This is an optimization exercise on Yosys and OpenROAD, whose aim is small area, not a production implementation.
The RTL was checked by simulation tests, not by an equivalence proof against the original design.
Power figures rest on the tool's default switching activity, not on a simulated workload.

Setup of v36:
// stm32bl_update
module stm32bl_update (
    input  wire        clk,
    input  wire        rst,           
    input  wire        rx_valid,
    input  wire [7:0]  rx_data,
    input  wire        idle,
    input  wire        tick,
    input  wire        te,
    input  wire [63:0] app_vec,
    input  wire [63:0] boot_vec,
    output reg         fl_erase,
    output reg         fl_we,
    output wire [31:0] fl_addr,
    output wire [31:0] fl_wdata,
    output reg         rep_valid,
    output wire [31:0] rep_pages,
    output reg         nf_valid,
    output reg         ho_valid,
    output reg         rb_valid,
    output reg  [31:0] vec_sp,
    output reg  [31:0] vec_entry,
    output wire [1:0]  mode,
    output wire        rx_listen,
    output wire        halted,
    output wire        gone,
    output wire [1:0]  fault
);
    localparam [7:0]  START_SENTINEL  = 8'h5A;
    localparam [7:0]  ACTIVATION_BYTE = 8'hA5;
    localparam [7:0]  CMD_RUN_APP     = 8'h01;
    localparam [7:0]  CMD_ENTER_PROG  = 8'h02;
  ...
clock: 10.0 ns
lec_check: 0
cap_margin: 20
core_margin: 2
core_utilization: 40
slew_margin: 20
standard.sh (not shown) runs the stock make flow with config.mk's settings and CLKGATE_MAP_FILE= SYNTH_SCRIPT=/design/flow/synth_recipe.tcl, a recipe that flattens the netlist after the stock synthesis.
==> flow/flow/run.sh <==
#!/bin/bash
# Standard layout; CTS without dummy loads; ports buffered with buf_1.
export CTS_ARGS="-sink_clustering_enable -repair_clock_nets -dont_use_dummy_load"
export BUFFER_PORTS_ARGS="-buffer_cell sky130_fd_sc_hd__buf_1"
bash standard.sh > standard.log 2>&1
Relative to v36, the following input files were edited for v51:
==> flow/flow/run.sh <==
#!/bin/bash
# Standard layout with three changes:
#  - after floorplan, OpenROAD's restructure re-maps the combinational logic for area
#    (registers untouched);
#  - CTS with larger sink clusters and no dummy loads;
#  - ports buffered with buf_1.
export POST_FLOORPLAN_TCL="$PWD/flow/restructure.tcl"
export CTS_ARGS="-sink_clustering_enable -repair_clock_nets -dont_use_dummy_load -sink_clustering_size 25 -sink_clustering_max_diameter 60"
export BUFFER_PORTS_ARGS="-buffer_cell sky130_fd_sc_hd__buf_1"
bash standard.sh > standard.log 2>&1
==> flow/flow/restructure.tcl (new file) <==
# Area-oriented re-mapping of the combinational logic (ABC through OpenROAD).
set_dont_use $::env(DONT_USE_CELLS)
set rst_dir $::env(RESULTS_DIR)/restructure
file mkdir $rst_dir
report_design_area
restructure -target area \
  -liberty_file $::env(PLATFORM_DIR)/lib/sky130_fd_sc_hd__tt_025C_1v80.lib \
  -tielo_port sky130_fd_sc_hd__conb_1/LO -tiehi_port sky130_fd_sc_hd__conb_1/HI \
  -work_dir $rst_dir -abc_logfile $rst_dir/abc.log
report_design_area
Largest driver fanout on the critical path in v51 is 14 below v36.
Looking at slowest stage cell on the critical path, the nor2_4 result is from v51; the a221oi_1 one comes from v36.
Proportion of power drawn by combinational gates: v51 > v36
In v51 relative to v36, met1 wire length had gone down by a few percent.
diff inputs: v51 => v19
- swapping 20 for 0 in CAP_MARGIN
- swapping 20 for 0 in SLEW_MARGIN
==> flow/flow/run.sh <==
#!/bin/bash
# Standard layout; CTS without dummy loads; ports buffered with buf_1.
export CTS_ARGS="-sink_clustering_enable -repair_clock_nets -dont_use_dummy_load"
export BUFFER_PORTS_ARGS="-buffer_cell sky130_fd_sc_hd__buf_1"
bash standard.sh > standard.log 2>&1
removed: flow/flow/restructure.tcl
==> summary.txt <==
- The relative slew slack reported for v19 is smaller than that of v51 by 20 points.
- Fraction of met2 tracks used by global routing delta for v19 relative to v51: 1.7 points lower
- Part of the power in the clock network (higher): v19
- Looking at minimum period implied by the final worst setup slack, v19 sits below v51.
- Number of cells on the worst hold path is higher on v51
- Ratio of final minimum period to clock period in v19 is 4.9 points lower than in v51
- From the logs: v19 reached the end of the flow and failed the layout checks with capacitance limit, slew limit.
- Global-route wire length before repair, v51 and v19: lower on v19
- Measured against each other, v51 and v19 differ in clock power, the lower figure coming from v51.
- Looking at final cell count, v19 sits above v51.
- Going from v51 to v19, worst hold slack increased by 0.019 ns relative to the old numbers, final routed wirelength across all metal layers moved down.

-- separate check: timing with driven ports --
How much do the figures lean on ideal ports? The routed layouts below were timed once more, with nothing changed but the port constraints. Step 1: set_driving_cell puts a clkbuf_16 on clk and a buf_2 on each other input, an assumption about the parent block. Step 2 also shifts input and output timing later by t, the mid clock arrival at the registers, as if the neighbouring blocks saw the same clock. Slacks: ideal / step 1 / step 2; pairs: ideal / step 1.
run	t, ns	setup WS [ns]	worst hold slack (ns)	worst data-port slew with drivers (ns)
v36	0.927	1.013 / 0.918 / 1.845	0.480 / 0.480 / 0.480	0.07
v51	0.894	0.538 / 0.444 / 1.339	0.466 / 0.466 / 0.466	0.09
v19	0.921	1.027 / 0.932 / 1.854	0.485 / 0.485 / 0.485	0.07
